From an optimization exercise on the open Yosys and OpenROAD flow, aimed at small area, a short achievable clock period and few clock cycles per item; shortcuts taken in it are not production practice.
Function was checked by simulation only, so behaviour that the tests miss may differ from the original.
Power is estimated from default activity; no workload was simulated.

==> flow/design.v (outline; a module is shown in full before it is edited, if it fits) <==
// module csc_fp_add_s1: 31 lines
// module csc_fp_add_s2: 20 lines
// module csc_fp_add_s3: 29 lines
// module csc_fp_add_s4: 27 lines
// module csc_fp_add: 14 lines
// module csc_fp_add4: 25 lines
// module csc_fp_mul_s1: 23 lines
// module csc_fp_mul_s2: 11 lines
// module csc_fp_mul_s3: 27 lines
// module csc_fp_mul_s4: 29 lines
// module csc_fp_mul: 13 lines
// module csc_fp_mul4: 24 lines
// module csc_fp_norm24: 17 lines
// module csc_mul248: 285 lines
// module csc_fp_round: 26 lines
// module csc_elem: 326 lines
module csc_elem (
    input  wire        clk,
    input  wire        rst,         
    input  wire        in_valid,
    output wire        in_ready,
    input  wire [2:0]  in_op,       
    input  wire [31:0] in_max,      
    input  wire [31:0] in_half,     
    input  wire [31:0] in_kscale,   
    input  wire [31:0] in_x0,
    input  wire [31:0] in_x1,
    input  wire [31:0] in_x2,
    input  wire [31:0] in_x3,
    output wire        out_valid,
    input  wire        out_ready,
    output wire [31:0] out_y0,
    output wire [31:0] out_y1,
    output wire [31:0] out_y2
);
  // ...
==> flow/flow/run.sh <==
#!/bin/bash
# The standard layout (the standard.sh: standard synthesis, floorplan,
# placement, CTS, routing, finish), with one change: the buffers that the
# placement step puts on every input and output port are buf_4 cells
# instead of the slow delay buffer buffer_ports picks by default.
set -euo pipefail
export BUFFER_PORTS_ARGS="-buffer_cell sky130_fd_sc_hd__buf_4"
bash standard.sh > standard_flow.log 2>&1
==> flow/standard.sh <==
#!/bin/bash
# synth_recipe.tcl (not shown) runs the flow's synth.tcl, then flattens the netlist and writes it again
# the make line also repeats each setting of config.mk as NAME=value (left out here)
make -C /OpenROAD-flow-scripts/flow DESIGN_CONFIG=/design/flow/config.mk WORK_HOME=/design/flow/orfs CLKGATE_MAP_FILE= SYNTH_SCRIPT=/design/flow/synth_recipe.tcl "${@:-finish}"
==> flow/config.mk <==
export PLATFORM = sky130hd
export DESIGN_NAME = csc_elem
export DESIGN_NICKNAME = csc_elem
export VERILOG_FILES = /design/flow/design.v
export SDC_FILE = /design/flow/constraint.sdc
export NUM_CORES = 4
export LEC_CHECK = 0
export CAP_MARGIN = 20
export CORE_MARGIN = 2
export CORE_UTILIZATION = 45
export PLACE_DENSITY = 0.6
export SLEW_MARGIN = 20
==> flow/constraint.sdc <==
create_clock -name core_clock -period 28.0 [get_ports {clk}]
set_input_delay 5.6000 -clock core_clock [delete_from_list [all_inputs] [get_ports {clk}]]
set_output_delay 5.6000 -clock core_clock [all_outputs]
set_load 0.01 [all_outputs]
==> out/metrics.csv, run 1 <==
metric,value,unit
Root Driver,clkbuf_16,
area occupied by multi-input gates,143000,um2
nonclk buf count,658,
final clock skew,120,ps
Worst path max stage delay,620,ps
Multi-In Gates,18300,
Iter 0 DRT Violations,16800,
first-pass GRT wire length,1140000,um
CP endpoint,u_mc.m2_r[31],
Final Setup Violations,0,
"Slowest-stage cell, CP",o41ai_1,
Die Height,777,um
status,no timing/DRC/antenna violations,
commonest cells in the netlist,"edfxtp_1 (3660), nand2_1 (2996), inv_1 (2627)",
CP Launch Type,register,
"commonest non-fill, non-tap cell in the layout",edfxtp_1,
Worst Hold Path Cells,0,
reg2reg path depth,25,
met3 Use GR,2.87,%
area share of xor/xnor cells in the synthesized design,4.08,%
cell family with most CP delay,compound AO/OA/AOI/OAI gates,
final-report max-slew violation count,0,
met3 wire length,42300,um
initial antenna violation count,47,
CP startpoint,u_mc.m1_r[19],
H-tree Lvls,5,
M1 WL,320000,um
ClkCell Share,4.74,%
vias in the first global route,188000,
"Avg Cell Area, Syn",10.4,um2
DRC Markers,0,
row count,283,
Post-Synth Adder-Cell Area,17.4,%
multiplexer share of the synthesized area,6.50,%
simple-gate share of the synthesized area,13.6,%
Post-Layout Cell Count,33900,
met2 wire len,347000,um
Fin Setup TNS,0,ps
CTS tree,done,
share of cells above drive strength 1,8.14,%
Hold Slack,329,ps
Int Pwr,10.9,mW
Testbench counts, summed over its fixed seeds: cycles 7,488, items 2,400.
==> run 2, diff against run 1 <==
--- a/flow/config.mk
+++ b/flow/config.mk
@@ -9,4 +9,4 @@
 export CORE_MARGIN = 2
-export CORE_UTILIZATION = 45
-export PLACE_DENSITY = 0.6
+export CORE_UTILIZATION = 60
+export PLACE_DENSITY = 0.72
 export SLEW_MARGIN = 20
==> run 2 against run 1 <==
Clock power fell by 4.3%; sequential cell count is the same; area after synthesis did not move; worst hold slack improved by 38 ps; cell count shrank 5.8%; power fell by 1.4%; combinational power hardly changed; setup slack better by 36 ps; global-route usage increased by 7.6 points; wire length decreased by 2.4%; critical path depth did not move.
==> out/metrics.csv, run 2 <==
metric,value,unit,change
Netlist Area Pre-Place,269000,um2,unchanged
Post-CTS Hold Fix Bufs,0,,unchanged
RSZ-0062 raised after global routing,false,,unchanged
Leak,123,nW,was 124 nW
DP Worst Slack,20100,ps,was 20050 ps
RD Place Congestion,0.967,,was 0.931
die area,454000,um2,was 604000 um2
CP Data Required Time,28680,ps,was 28670 ps
"Distinct cells, synth",123,,unchanged
main combinational cell family by area after synthesis,adder cells,,unchanged
Post-Synth Adder-Cell Area,17.4,%,unchanged
max reg flops,160,,unchanged
fin nets,28700,,was 28.8k
most frequent cells in the layout,"edfxtp_1 (3660), nand2_1 (2996), inv_1 (2626)",,unchanged
Resize count post-CTS,0,,unchanged
Core Area,446000,um2,was 595000 um2
row count,245,,was 283
Yosys reg bits,3705,,unchanged
"Avg Cell Area, Syn",10.4,um2,unchanged
critical path capture point type,register,,unchanged
Max IR drop VDD,0.0630,mV,was 0.0586 mV
post-synthesis cell count,25900,,unchanged
area delta synth->final,7.72,%,was 8.96%
most numerous cell in the Yosys netlist,edfxtp_1,,unchanged
Max Fclk,130,MHz,about the same
Iter 0 DRT Violations,19900,,was 16.8k
FF-to-FF End,u_mc.m2_r[31],,unchanged
R2R setup slack,20320,ps,was 20290 ps
Fin Setup TNS,0,ps,unchanged
starting density of the core,60.3,%,was 45.2%
maximum clock path buffer count,4,,unchanged
Yosys top cell area share,40.9,%,unchanged
Synth warnings,6,,unchanged
Clock transition at path regs,60,ps,was 70 ps
Compound-Gate Fraction of Synth Area,11.6,%,unchanged
WL/cell,22.6,um,was 21.8 um
Routed WL,722000,um,was 740000 um
simple-gate share of the synthesized area,13.6,%,unchanged
IO Pins,329,,unchanged
minimum clock period,7680,ps,was 7710 ps
Worst Hold Path Cells,0,,unchanged
Worst Setup Path Type,register to register,,unchanged
Total GRT Usage,31.5,%,was 24.0%
DRC Markers,0,,unchanged
final clock skew,105,ps,was 120 ps
RR Startpoint,u_mc.m1_r[19],,unchanged
Most used DFF post-synth,edfxtp_1,,unchanged
maximum fanout along the worst path,36,,was 40
register area share after synthesis,41.2,%,unchanged
first-pass GRT wire length,1120000,um,was 1140000 um
CTS tree,done,,unchanged
Max Cap Viol,0,,unchanged
Tcrit/Tclk final,27.4,%,was 27.5%
Via density,6.13,,was 5.69
power per standard cell area,51.8,nW/um2,was 52.0 nW/um2
worst relative slew slack,20.2,%,was 22.6%
vias in the first global route,191000,,was 188k
# Post-CTS Setup Buffers,0,,unchanged
GRT overflow,0,,unchanged
CP startpoint,u_mc.m1_r[19],,unchanged
"commonest non-fill, non-tap cell in the layout",edfxtp_1,,unchanged
Clock Sinks,3705,,unchanged
net count after synthesis,28900,,unchanged
area share of xor/xnor cells in the synthesized design,4.08,%,unchanged
final-report max-slew violation count,0,,unchanged
Final Hold Viols,0,,unchanged
vias,196000,,was 193k
Root Driver,clkbuf_16,,unchanged
H-tree Lvls,5,,unchanged
initial antenna violation count,50,,was 47
clock buffer count from CTS,391,,was 407
Worst Max-Slew Pin Slew,1200,ps,was 1160 ps
first drt pass iteration count,7,,was 6
port buffer count,328,,unchanged
Area contributors post-synth,"edfxtp_1 (41%), fa_1 (11%), ha_1 (6.2%), nand2_1 (4.2%), inv_1 (3.7%)",,unchanged
min-delay src,pb4a[26],,was ya1[17]
DIE WIDTH,673,um,was 777 um
Final Setup Violations,0,,unchanged
largest reg by FF count,ctx_a,,unchanged
Final ANT Viol Nets,0,,unchanged
Worst Path Arrival,8350,ps,was 8380 ps
Async SR Flop Fraction,0,%,unchanged
Post-synth EDFFs,3660,,unchanged
status,no timing/DRC/antenna violations,,unchanged
hpwl dp,540000,um,was 557000 um
reg2reg path depth,25,,unchanged
PnR worst setup slack,20320,ps,was 20290 ps
share of cells above drive strength 1,7.91,%,was 8.14%
pin count of the biggest net entering global routing,188,,was 165
post-synth top area cell,edfxtp_1,,unchanged
Hold Crit Class,register to register,,unchanged
multiplexer share of the synthesized area,6.50,%,unchanged
clock latency (worst-skew pair),1030,ps,about the same
commonest cells in the netlist,"edfxtp_1 (3660), nand2_1 (2996), inv_1 (2627)",,unchanged
Hold Path End,pb4b[26],,was o1[17]
Die Height,673,um,was 777 um
CP Launch Type,register,,unchanged
## run 2: area by class of cell
class	count	area [um2]
fill	35000	156000
multi-input combinational	18300	143000
sequential	3705	111000
inverter	2677	10100
clock buffer	453	10100
tap	5928	7420
timing repair buffer	637	4870
clock inverter	265	3050
antenna	14	35.0
## run 2: cells by family (layout without fill, tap and decap cells)
family | after synthesis | in the layout
buffers and inverters | 3929 | 4032
other | 0 | 14
AO/OA/AOI/OAI | 4893 | 4893
flip-flops | 3705 | 3705
XOR/XNOR | 1254 | 1254
adder cells (fa/ha/maj) | 2869 | 2869
AND/OR/NAND/NOR | 7877 | 7877
multiplexers | 1378 | 1378
## run 2: how the worst max path moves through the flow
stage               endpoint  slack [ps]  cells after the start
5_1_grt        u_mc.m2_r[31]       19910                     25
3_5_place_dp    ctx_a[1][18]       20100                      5
3_3_place_gp    ctx_a[1][25]       20150                      5
2_1_floorplan    ctx_a[0][0]      -13930                      4
6_report       u_mc.m2_r[31]       20320                     25
4_1_cts        u_mc.m2_r[31]       20370                     25
## run 2: worst max-delay path, cell delays in order (launching register included)
cell      delay, ps
edfxtp_1        330
buf_4           360
buf_4           420
nand2_1         330
inv_1           280
maj3_1          220
nand2_1          80
fa_1            540
fa_1            520
inv_1            60
fa_1            480
ha_1            360
a21o_1          210
a21o_1          180
a21oi_1         350
o31a_1          270
o21ai_0         140
o41ai_1         620
o211ai_1        230
o21a_1          220
nor2_1          180
o21ai_0         260
a41o_1          340
o21a_1          180
o21ai_0         140
a21oi_1          80
## run 2: power by group
part           internal [mW]  leakage [nW]  switching, mW  total (mW)
clock                   3.03          6.30           2.27        5.30
combinational           1.02          78.0           1.53        2.55
sequential              6.63          38.9          0.536        7.16
## run 2: per-layer routing
layer	GRT usage, %	vias to the layer above	routed length (um)
met1	42.3	95900	292000
met3	4.64	1541	56300
met2	51.4	8002	338000
li1	-	90500	-
met5	0	-	90
met4	13.7	14	35700
## run 2: stage by stage
stage,hold WS [ps],power (mW),utilization (%),instances,area (um2)
after floorplan,400,8.88,-,25900,269000
after global placement,400,9.72,62.0,31200,276000
after detailed placement,405,9.76,62.0,31200,276000
after CTS,357,15.1,65.0,31900,290000
after global routing,384,15.6,65.0,31900,290000
final,367,15.0,65.0,32000,290000

separate check: timing with driven ports:
The results above use ideal ports. As a check the final layouts listed here were re-extracted and re-timed, cells and wires unchanged. Step 1 (the two cells are an assumption about what drives the block):
set clk [get_ports {clk}]
set_driving_cell -lib_cell sky130_fd_sc_hd__clkbuf_16 $clk
set_driving_cell -lib_cell sky130_fd_sc_hd__buf_2 [delete_from_list [all_inputs] $clk]
Step 2, shift: input delay + t, output delay - t, t = (earliest + latest rising clock arrival at the registers) / 2. This alone moves slack from input paths to output paths. a / b / c = ideal ports / drivers / drivers and shift; a / b = the first two.
| run | t, ns | setup slack, ns | hold WS [ns] | worst data-port slew with drivers (ns) | cell pins on the clock port's net |
|---|---|---|---|---|---|
| run 1 | 1.111 | 20.288 / 20.288 / 20.288 | 0.329 / 0.329 / 0.329 | 0.21 | 1 |
| run 2 | 1.115 | 20.324 / 20.324 / 20.324 | 0.367 / 0.367 / 0.367 | 0.13 | 1 |
After both steps setup and hold are still met in every run listed.
